From an optimization exercise on the open Yosys and OpenROAD flow, aimed at small area, a short achievable clock period and few clock cycles; shortcuts taken in it are not production practice.
Function was checked by simulation only, so behaviour that the tests miss may differ from the original.
No activity file was given, so power comes from the tool's default toggle rates.

## flow/config.mk

```make
export PLATFORM = sky130hd
export DESIGN_NAME = vm_core
export DESIGN_NICKNAME = vm_core
export VERILOG_FILES = /design/flow/design.v
export SDC_FILE = /design/flow/constraint.sdc
export NUM_CORES = 4
export LEC_CHECK = 0
export CAP_MARGIN = 20
export CORE_MARGIN = 2
export CORE_UTILIZATION = 30
export PLACE_DENSITY = 0.35
export SLEW_MARGIN = 20
```

## flow/constraint.sdc

```tcl
create_clock -name core_clock -period 17.0 [get_ports {clk}]
set_input_delay 3.4000 -clock core_clock [delete_from_list [all_inputs] [get_ports {clk}]]
set_output_delay 3.4000 -clock core_clock [all_outputs]
set_load 0.01 [all_outputs]
```

## flow/design.v

```verilog
module vm_core (
    input  wire        clk,
    input  wire        rst,           
    output wire [31:0] imem_addr,
    input  wire [63:0] imem_rdata,
    input  wire [31:0] prog_len,
    output reg  [1:0]  status,        
    output reg  [3:0]  fault_kind,
    output reg  [31:0] fault_index,
    output reg         out_valid,
    output reg  [31:0] out_data,
    input  wire [1:0]  insp_sel,      
    input  wire [4:0]  insp_addr,
    output reg  [31:0] insp_data
);
    localparam STACK_CAP  = 16;
    localparam HEAP_CAP   = 32;
    localparam STATIC_CAP = 8;
    localparam ST_RUN     = 2'd0;
    localparam ST_HALTED  = 2'd1;
    localparam ST_ENDED   = 2'd2;
    localparam ST_FAULTED = 2'd3;
    localparam F_OVERFLOW  = 4'd1;
    localparam F_UNDERFLOW = 4'd2;
    localparam F_OOM       = 4'd3;
    localparam F_OOB       = 4'd4;
    localparam F_DIVZERO   = 4'd5;
    localparam F_UNKNOWN   = 4'd6;
    localparam F_NOOPERAND = 4'd7;
    localparam F_PCRANGE   = 4'd8;
    localparam OP_PUSH  = 8'h01, OP_POP   = 8'h02, OP_DUP   = 8'h03, OP_SWAP  = 8'h04;
    localparam OP_ADD   = 8'h05, OP_SUB   = 8'h06, OP_MUL   = 8'h07, OP_DIV   = 8'h08;
    localparam OP_MOD   = 8'h09, OP_STORE = 8'h0A, OP_LOAD  = 8'h0B, OP_JMP   = 8'h0C;
    localparam OP_JZ    = 8'h0D, OP_JNZ   = 8'h0E, OP_CALL  = 8'h0F, OP_RET   = 8'h10;
    localparam OP_ALLOC = 8'h11, OP_FREE  = 8'h12, OP_STH   = 8'h13, OP_LDH   = 8'h14;
    localparam OP_PRINT = 8'h15, OP_HALT  = 8'h16;
    reg [31:0] pc;
    reg [4:0]  sp;                  
    reg [31:0] fp;
    reg [5:0]  hp;                  
    reg [31:0] stk [0:STACK_CAP-1];
    reg [7:0]  heap [0:HEAP_CAP-1];
    reg [31:0] stat [0:STATIC_CAP-1];
    reg        div_busy;
    reg [5:0]  div_cnt;
    reg [31:0] div_q;               
    reg [31:0] div_r;               
    reg [31:0] div_d;               
    reg        div_neg_q;
    reg        div_neg_r;
    reg        div_is_mod;
    assign imem_addr = pc;
    wire [7:0]  opc = imem_rdata[7:0];
    wire        ov  = imem_rdata[8];
    wire [31:0] imm = imem_rdata[63:32];
    wire [31:0] pc_next = pc + 32'd1;
    wire [31:0] tos  = stk[sp[3:0] - 4'd1];    
    wire [31:0] nos  = stk[sp[3:0] - 4'd2];    
    wire [31:0] fr_f = stk[fp[3:0] - 4'd1];    
    wire [31:0] fr_t = stk[fp[3:0] - 4'd2];    
    wire sp_empty = (sp == 5'd0);
    wire sp_one   = (sp == 5'd1);
    wire sp_full  = (sp == STACK_CAP);
    wire [31:0] add_res = nos + tos;
    wire [31:0] sub_res = nos - tos;
    wire [31:0] mul_res = nos * tos;
    wire        st_oob  = (tos >= STATIC_CAP);
    wire [31:0] st_rd   = stat[tos[2:0]];
    wire        hp_oob  = ({1'b0, tos} + 33'd4 > HEAP_CAP);
    wire [4:0]  ha      = tos[4:0];
    wire [31:0] heap_rd = {heap[ha + 5'd3], heap[ha + 5'd2], heap[ha + 5'd1], heap[ha]};
    wire [32:0] alloc_end = {27'd0, hp} + {1'b0, tos};
    wire        alloc_oom = (alloc_end > HEAP_CAP);
    wire [32:0] free_end  = {1'b0, nos} + {1'b0, tos};
    wire        free_hit  = (free_end == {27'd0, hp});
    wire [31:0] div_a_mag = nos[31] ? (32'd0 - nos) : nos;
    wire [31:0] div_b_mag = tos[31] ? (32'd0 - tos) : tos;
    wire [32:0] div_r_sh  = {div_r[31:0], div_q[31]};
    wire [32:0] div_r_sub = div_r_sh - {1'b0, div_d};
    wire        div_take  = ~div_r_sub[32];
    wire [31:0] div_q_fin = div_neg_q ? (32'd0 - div_q) : div_q;
    wire [31:0] div_r_fin = div_neg_r ? (32'd0 - div_r[31:0]) : div_r[31:0];
    reg [31:0] n_pc;
    reg [4:0]  n_sp;
    reg [31:0] n_fp;
    reg [5:0]  n_hp;
    reg [1:0]  n_status;
    reg [3:0]  n_fkind;
    reg [31:0] n_findex;
    reg        n_out_valid;
    reg [31:0] n_out_data;
    reg        we0, we1;            
    reg [3:0]  wa0, wa1;
    reg [31:0] wd0, wd1;
    reg        st_we;               
    reg        heap_we;             
    reg        div_start;
    reg        flt;                 
    reg [3:0]  fk;                  
    always @(*) begin
        n_pc        = pc;
        n_sp        = sp;
        n_fp        = fp;
        n_hp        = hp;
        n_status    = status;
        n_fkind     = fault_kind;
        n_findex    = fault_index;
        n_out_valid = 1'b0;
        n_out_data  = out_data;
        we0 = 1'b0; wa0 = 4'd0; wd0 = 32'd0;
        we1 = 1'b0; wa1 = 4'd0; wd1 = 32'd0;
        st_we     = 1'b0;
        heap_we   = 1'b0;
        div_start = 1'b0;
        flt       = 1'b0;
        fk        = 4'd0;
        if (status == ST_RUN && !div_busy) begin
            if ($signed(pc) >= $signed(prog_len)) begin
                n_status = ST_ENDED;
            end else if (pc[31]) begin
                n_status = ST_FAULTED;
                n_fkind  = F_PCRANGE;
                n_findex = pc;
            end else begin
                n_pc = pc_next;
                case (opc)
                    OP_PUSH: begin
                        if (!ov) begin flt = 1'b1; fk = F_NOOPERAND; end
                        else if (sp_full) begin flt = 1'b1; fk = F_OVERFLOW; end
                        else begin
                            we0 = 1'b1; wa0 = sp[3:0]; wd0 = imm;
                            n_sp = sp + 5'd1;
                        end
                    end
                    OP_POP: begin
                        if (sp_empty) begin flt = 1'b1; fk = F_UNDERFLOW; end
                        else n_sp = sp - 5'd1;
                    end
                    OP_DUP: begin
                        if (sp_empty) begin flt = 1'b1; fk = F_UNDERFLOW; end
                        else if (sp_full) begin flt = 1'b1; fk = F_OVERFLOW; end
                        else begin
                            we0 = 1'b1; wa0 = sp[3:0]; wd0 = tos;
                            n_sp = sp + 5'd1;
                        end
                    end
                    OP_SWAP: begin
                        if (sp_empty) begin flt = 1'b1; fk = F_UNDERFLOW; end
                        else if (sp_one) begin n_sp = 5'd0; flt = 1'b1; fk = F_UNDERFLOW; end
                        else begin
                            we0 = 1'b1; wa0 = sp[3:0] - 4'd1; wd0 = nos;
                            we1 = 1'b1; wa1 = sp[3:0] - 4'd2; wd1 = tos;
                        end
                    end
                    OP_ADD, OP_SUB, OP_MUL: begin
                        if (sp_empty) begin flt = 1'b1; fk = F_UNDERFLOW; end
                        else if (sp_one) begin n_sp = 5'd0; flt = 1'b1; fk = F_UNDERFLOW; end
                        else begin
                            we0 = 1'b1; wa0 = sp[3:0] - 4'd2;
                            wd0 = (opc == OP_ADD) ? add_res :
                                  (opc == OP_SUB) ? sub_res : mul_res;
                            n_sp = sp - 5'd1;
                        end
                    end
                    OP_DIV, OP_MOD: begin
                        if (sp_empty) begin flt = 1'b1; fk = F_UNDERFLOW; end
                        else if (sp_one) begin n_sp = 5'd0; flt = 1'b1; fk = F_UNDERFLOW; end
                        else if (tos == 32'd0) begin n_sp = sp - 5'd2; flt = 1'b1; fk = F_DIVZERO; end
                        else div_start = 1'b1;    
                    end
                    OP_STORE: begin
                        if (sp_empty) begin flt = 1'b1; fk = F_UNDERFLOW; end
                        else if (sp_one) begin n_sp = 5'd0; flt = 1'b1; fk = F_UNDERFLOW; end
                        else begin
                            n_sp = sp - 5'd2;
                            if (st_oob) begin flt = 1'b1; fk = F_OOB; end
                            else st_we = 1'b1;
                        end
                    end
                    OP_LOAD: begin
                        if (sp_empty) begin flt = 1'b1; fk = F_UNDERFLOW; end
                        else if (st_oob) begin n_sp = sp - 5'd1; flt = 1'b1; fk = F_OOB; end
                        else begin
                            we0 = 1'b1; wa0 = sp[3:0] - 4'd1; wd0 = st_rd;
                        end
                    end
                    OP_JMP: begin
                        if (!ov) begin flt = 1'b1; fk = F_NOOPERAND; end
                        else n_pc = imm;
                    end
                    OP_JZ, OP_JNZ: begin
                        if (!ov) begin flt = 1'b1; fk = F_NOOPERAND; end
                        else if (sp_empty) begin flt = 1'b1; fk = F_UNDERFLOW; end
                        else begin
                            n_sp = sp - 5'd1;
                            if ((tos == 32'd0) == (opc == OP_JZ)) n_pc = imm;
                        end
                    end
                    OP_CALL: begin
                        if (!ov) begin flt = 1'b1; fk = F_NOOPERAND; end
                        else if (sp_full) begin flt = 1'b1; fk = F_OVERFLOW; end
                        else if (sp == STACK_CAP - 1) begin
                            we0 = 1'b1; wa0 = sp[3:0]; wd0 = pc_next;
                            n_sp = STACK_CAP;
                            begin flt = 1'b1; fk = F_OVERFLOW; end
                        end else begin
                            we0 = 1'b1; wa0 = sp[3:0];          wd0 = pc_next;
                            we1 = 1'b1; wa1 = sp[3:0] + 4'd1;   wd1 = fp;
                            n_sp = sp + 5'd2;
                            n_fp = {27'd0, sp + 5'd2};
                            n_pc = imm;
                        end
                    end
                    OP_RET: begin
                        if (sp_empty) begin flt = 1'b1; fk = F_UNDERFLOW; end
                        else if ($signed(fp) < 0) begin n_sp = sp - 5'd1; flt = 1'b1; fk = F_UNDERFLOW; end
                        else if ($signed(fp) > STACK_CAP) begin n_sp = sp - 5'd1; flt = 1'b1; fk = F_OVERFLOW; end
                        else if (fp < 32'd2) begin n_sp = 5'd0; flt = 1'b1; fk = F_UNDERFLOW; end
                        else begin
                            we0 = 1'b1; wa0 = fp[3:0] - 4'd2; wd0 = tos;
                            n_sp = fp[4:0] - 5'd1;
                            n_fp = fr_f;
                            n_pc = fr_t;
                        end
                    end
                    OP_ALLOC: begin
                        if (sp_empty) begin flt = 1'b1; fk = F_UNDERFLOW; end
                        else if (alloc_oom) begin n_sp = sp - 5'd1; flt = 1'b1; fk = F_OOM; end
                        else begin
                            we0 = 1'b1; wa0 = sp[3:0] - 4'd1; wd0 = {26'd0, hp};
                            n_hp = alloc_end[5:0];
                        end
                    end
                    OP_FREE: begin
                        if (sp_empty) begin flt = 1'b1; fk = F_UNDERFLOW; end
                        else if (sp_one) begin n_sp = 5'd0; flt = 1'b1; fk = F_UNDERFLOW; end
                        else begin
                            n_sp = sp - 5'd2;
                            if (free_hit) n_hp = nos[5:0];
                        end
                    end
                    OP_STH: begin
                        if (sp_empty) begin flt = 1'b1; fk = F_UNDERFLOW; end
                        else if (sp_one) begin n_sp = 5'd0; flt = 1'b1; fk = F_UNDERFLOW; end
                        else begin
                            n_sp = sp - 5'd2;
                            if (hp_oob) begin flt = 1'b1; fk = F_OOB; end
                            else heap_we = 1'b1;
                        end
                    end
                    OP_LDH: begin
                        if (sp_empty) begin flt = 1'b1; fk = F_UNDERFLOW; end
                        else if (hp_oob) begin n_sp = sp - 5'd1; flt = 1'b1; fk = F_OOB; end
                        else begin
                            we0 = 1'b1; wa0 = sp[3:0] - 4'd1; wd0 = heap_rd;
                        end
                    end
                    OP_PRINT: begin
                        if (sp_empty) begin flt = 1'b1; fk = F_UNDERFLOW; end
                        else begin
                            n_sp = sp - 5'd1;
                            n_out_valid = 1'b1;
                            n_out_data  = tos;
                        end
                    end
                    OP_HALT: begin
                        n_status = ST_HALTED;
                    end
                    default: begin flt = 1'b1; fk = F_UNKNOWN; end
                endcase
                if (flt) begin
                    n_status = ST_FAULTED;
                    n_fkind  = fk;
                    n_findex = pc;
                end
            end
        end
        if (div_busy && div_cnt == 6'd0) begin
            we0 = 1'b1; wa0 = sp[3:0] - 4'd2;
            wd0 = div_is_mod ? div_r_fin : div_q_fin;
            n_sp = sp - 5'd1;
        end
    end
    integer i;
    always @(posedge clk) begin
        if (rst) begin
            pc          <= 32'd0;
            sp          <= 5'd0;
            fp          <= 32'd0;
            hp          <= 6'd0;
            status      <= ST_RUN;
            fault_kind  <= 4'd0;
            fault_index <= 32'd0;
            out_valid   <= 1'b0;
            out_data    <= 32'd0;
            div_busy    <= 1'b0;
            div_cnt     <= 6'd0;
            div_q       <= 32'd0;
            div_r       <= 32'd0;
            div_d       <= 32'd0;
            div_neg_q   <= 1'b0;
            div_neg_r   <= 1'b0;
            div_is_mod  <= 1'b0;
            for (i = 0; i < STACK_CAP; i = i + 1) stk[i] <= 32'd0;
            for (i = 0; i < HEAP_CAP; i = i + 1) heap[i] <= 8'd0;
            for (i = 0; i < STATIC_CAP; i = i + 1) stat[i] <= 32'd0;
        end else begin
            pc          <= n_pc;
            sp          <= n_sp;
            fp          <= n_fp;
            hp          <= n_hp;
            status      <= n_status;
            fault_kind  <= n_fkind;
            fault_index <= n_findex;
            out_valid   <= n_out_valid;
            out_data    <= n_out_data;
            if (we0) stk[wa0] <= wd0;
            if (we1) stk[wa1] <= wd1;
            if (st_we) stat[tos[2:0]] <= nos;
            if (heap_we) begin
                heap[ha]        <= nos[7:0];
                heap[ha + 5'd1] <= nos[15:8];
                heap[ha + 5'd2] <= nos[23:16];
                heap[ha + 5'd3] <= nos[31:24];
            end
            if (div_start) begin
                div_busy   <= 1'b1;
                div_cnt    <= 6'd32;
                div_q      <= div_a_mag;
                div_r      <= 32'd0;
                div_d      <= div_b_mag;
                div_neg_q  <= nos[31] ^ tos[31];
                div_neg_r  <= nos[31];
                div_is_mod <= (opc == OP_MOD);
            end else if (div_busy) begin
                if (div_cnt == 6'd0) begin
                    div_busy <= 1'b0;
                end else begin
                    div_cnt <= div_cnt - 5'd1;
                    div_q   <= {div_q[30:0], div_take};
                    div_r   <= div_take ? div_r_sub[31:0] : div_r_sh[31:0];
                end
            end
        end
    end
    always @(*) begin
        case (insp_sel)
            2'd0: case (insp_addr[1:0])
                      2'd0: insp_data = pc;
                      2'd1: insp_data = {27'd0, sp};
                      2'd2: insp_data = fp;
                      default: insp_data = {26'd0, hp};
                  endcase
            2'd1: insp_data = stk[insp_addr[3:0]];
            2'd2: insp_data = {24'd0, heap[insp_addr]};
            default: insp_data = stat[insp_addr[2:0]];
        endcase
    end
endmodule
```

## flow/run.sh

```bash
#!/bin/bash
# synth_recipe.tcl (not shown) runs the flow's synth.tcl, then flattens the netlist and writes it again
# the make line also repeats each setting of config.mk as NAME=value (left out here)
make -C /OpenROAD-flow-scripts/flow DESIGN_CONFIG=/design/flow/config.mk WORK_HOME=/design/flow/orfs CLKGATE_MAP_FILE= SYNTH_SCRIPT=/design/flow/synth_recipe.tcl finish
```

==> metrics.yaml <==
drt-wirelength-per-cell_um: 45.61
hold_buffers: 0
vdd_drop_max_uv: 435.7
fp.dieW_um: 638.2
first_pass_iters: 10
p_per_area_nw_per_um2: 108.1
dp_hpwl_um: 571200
finalHoldViolations: 0
async_flop_share_pct: 0
numCtsBuffers: 181
clockRootBuffer: "clkbuf_16"
gr-usage-met2_pct: 58.48
drive_above_1_share_pct: 17.22
power_frac_comb_pct: 48.9
max-slew-margin-rel_pct: 4.165
maxCapViolCount: 0
report.power.total_mw: 14.73
drtIter0Drc: 16433
max_stage_delay_ps: 890
synth.distinct_cells: 111
outcome: "finished clean"
clk_pin_slew_worst_paths_ps: 60
placement.setup.worst_slack_ps: 2930
yosysWarnings: 1
path_class: "reg2reg"
fin_ws_ps: 2564
grt_max_degree: 133
cp_slowest_cell: "dfxtp_4"
crit_path_frequent_cell: "fa_1"
synth_edf_count: 1024
place_congestion: 1.041
htree_levels: 4
fin_nets: 13113
syn-cell-area_sq_um: 120700
syn_avg_cell_area_sq_um: 9.605
syn_nets: 13363
min_path_type: "reg2reg"
finalSetupViolCount: 0
ant_nets: 0
intPower_mw: 7.901
post-route-min-period_ps: 14440
grt_pass1_vias: 111766
die_area_sq_um: 407300
drc: 0
met1_usage_pct: 47.17
worst_pin_slew_ps: 1422
areaGrowthSynthToFinish_pct: 12.92
finalCritPeriodShare_pct: 84.92
p_switching_mw: 6.833
met3_usage_pct: 9.437
fmax_ghz: 0.06927
cts-resized-gates: 0
clock_skew_ps: 83.56
power.leakage_nw: 48.59
cp_max_fo: 41
initial_core_util_pct: 30.17
ys.flop_type: "edfxtp_1"
cp-start-kind: "register"
io_buffers: 216
rsz0062_at_grt: "false"
ys_seq_elements: 1275
drv_slew: 0
hold_start: "div_d[30]$_SDFFE_PP0P_"
sw_frac_of_total_pct: 46.38
die_height_um: 638.2
startpoint: "sp[0]$_SDFFE_PP0P_"
min_path_cells: 2
gr-total-overflow: 0
required_ps: 17590
cts_setup_buffers: 0
fp-row-count: 232
power_frac_clock_pct: 26.8
via_count: 117399
clockBufferDepth: 4
rr_worst_depth: 34
totalWireLength_um: 810700
end_kind: "register"
fin_tns_setup_ps: 0
insertion_delay_ps: 960
grt_pass1_wl_um: 1064000
worstPathArrival_ps: 15030
r2r_start: "sp[0]$_SDFFE_PP0P_"
vias_per_cell: 6.605
busiest_layer: "met2"
cts_sinks: 1275
cts_tree: "built"
coreArea_sq_um: 400000
grtUsageTotal_pct: 38.72
seqPwrFrac_pct: 24.2
ys_seq_area_share_pct: 29.64
holdWs_ps: 453.2
netlist_instances: 12564
antenna_found_initial: 97
ios: 240
## worst max-delay path, delay by kind of cell, from the launching register on
kind	cells	cell delay, ps
AOI/OAI and AO/OA	9	3220
xor gates and xnor gates	2	730
adders and majority gates	10	4010
buffers and inverters	7	2860
DFF	1	890
muxes	2	880
and+or+nand+nor	4	1280
## area by class of cell
type                            count  area [sq um]
Antenna cell                       47         117.6
Timing Repair Buffer              758          6440
Clock buffer                      236          4900
Multi-Input combinational cell   9499         79210
Sequential cell                  1275         35790
Inverter                          599          2273
Tap cell                         5265          6588
Clock inverter                     94         939.7
Fill cell                       40859        263700
## sequential cells by signal (all words and copies together) (netlist names), 2 cells and up
register / flops
stk: 512
heap: 256
stat: 256
div_d: 32
div_q: 32
div_r: 32
fp: 32
out_data: 32
pc: 32
fault_index: 31
div_cnt: 6
hp: 6
sp: 5
fault_kind: 4
status: 2
## power groups by stage
stage               Combinational (mW)  Sequential (mW)  Clock [mW]
finish                            7.21             3.57        3.95
global route                      7.32             3.58        4.08
CTS                               6.75             3.57        4.00
detailed placement                6.68             3.63           0
global placement                  6.75             3.62           0
floorplan                         3.49             3.58           0
## logic make-up (layout without fill, tap and decap cells)
group	Yosys count	count (layout)	share of synthesized area [%]
xor+xnor	350	350	2.583
fa+ha+maj	694	694	9.759
simple gates	4135	4135	14.55
compound gates	2791	2791	14.62
flops	1275	1275	29.64
mux	1529	1529	22.98
other cells	0	47	0
buf+inv	1790	1687	5.860
## path summary, 6_finish.rpt
path / end / slack (ps)
worst max register to register: stk[9][23]$_DFFE_PP_ / 2560
worst max-delay path: stk[9][23]$_DFFE_PP_ / 2560
worst min-delay path: div_d[30]$_SDFFE_PP0P_ / 450
worst min register to register: div_d[30]$_SDFFE_PP0P_ / 450
## cell usage after synthesis (29+ instances only)
master / count / area [sq um]
a211oi_1: 88 / 660.6
a21o_1: 56 / 420.4
a21oi_1: 767 / 3839
a221oi_1: 62 / 543.0
a222oi_1: 34 / 340.3
a22oi_1: 43 / 322.8
a311oi_1: 79 / 691.9
a31oi_1: 172 / 1076
a32oi_1: 29 / 254.0
and3_1: 117 / 732.0
buf_1: 178 / 668.1
buf_2: 110 / 550.5
clkbuf_1: 867 / 3254
dfxtp_1: 251 / 5025
edfxtp_1: 1024 / 30750
fa_1: 412 / 8248
ha_1: 282 / 3528
inv_1: 562 / 2110
mux2_2: 42 / 473.0
mux2i_1: 496 / 4965
mux4_2: 988 / 22250
nand2_1: 1772 / 6651
nand2b_1: 36 / 225.2
nand3_1: 425 / 2127
nand4_1: 53 / 331.6
nor2_1: 1384 / 5195
nor3_1: 117 / 585.6
nor4_1: 36 / 225.2
o211ai_1: 86 / 645.6
o21a_1: 37 / 277.8
o21ai_0: 436 / 2182
o21ai_1: 47 / 235.2
o21bai_1: 29 / 217.7
o221ai_1: 44 / 385.4
o22ai_1: 571 / 3572
o31ai_1: 35 / 262.8
or3_1: 46 / 287.8
xnor2_1: 255 / 2233
xor2_1: 90 / 788.3
## placed cells by master, fill, tap and decap left out, drive strengths merged, types with 117 or more instances in the layout
master / instances
o21ai: 484
a21oi: 767
xnor2: 257
nand2: 1772
inv: 588
o22ai: 597
clkbuf: 236
edfxtp: 1024
dfxtp: 251
buf: 549
nor2: 1385
clkdlybuf4s50: 209
mux4: 988
fa: 412
ha: 282
mux2i: 497
and3: 117
nand3: 428
nor3: 119
a31oi: 172
## metrics by stage
step / std cells / utilization (%) / cell area (sq um)
after floorplan: 12564 / - / 120700
after global placement: 17388 / 32.54 / 130200
after detailed placement: 17390 / 32.55 / 130200
after CTS: 17720 / 34.01 / 136000
after global routing: 17733 / 34.04 / 136200
final: 17773 / 34.07 / 136300
## routing by layer
metal	vias up	share of wire, %
met2	8381	43
met5	-	0.045
met1	60553	37
met3	2051	9.8
met4	49	9.6
li1	46365	-
Testbench counts, summed over its fixed seeds: cycles 106,455.

==> afterwards: timing with drivers on the ports <==
Ports are ideal in the flow. The routed layout listed here was re-timed in OpenROAD. Step 1 assumes that a clkbuf_16 drives the clock port and a buf_2 every other input. Step 2, shift: input delay + t, output delay - t, t = (earliest + latest rising clock arrival at the registers) / 2. This alone moves slack from input paths to output paths. Slacks: ideal / step 1 / step 2; pairs: ideal / step 1.
t, ns: 1.028
setup WS [ns]: 2.564 / 2.564 / 2.564
clock arrival spread, ns: 0.085 / 0.084
After both steps this run still meets setup and hold. The setup slack of this run moves by 0.000 ns with the drivers and by 0.000 ns with both steps.
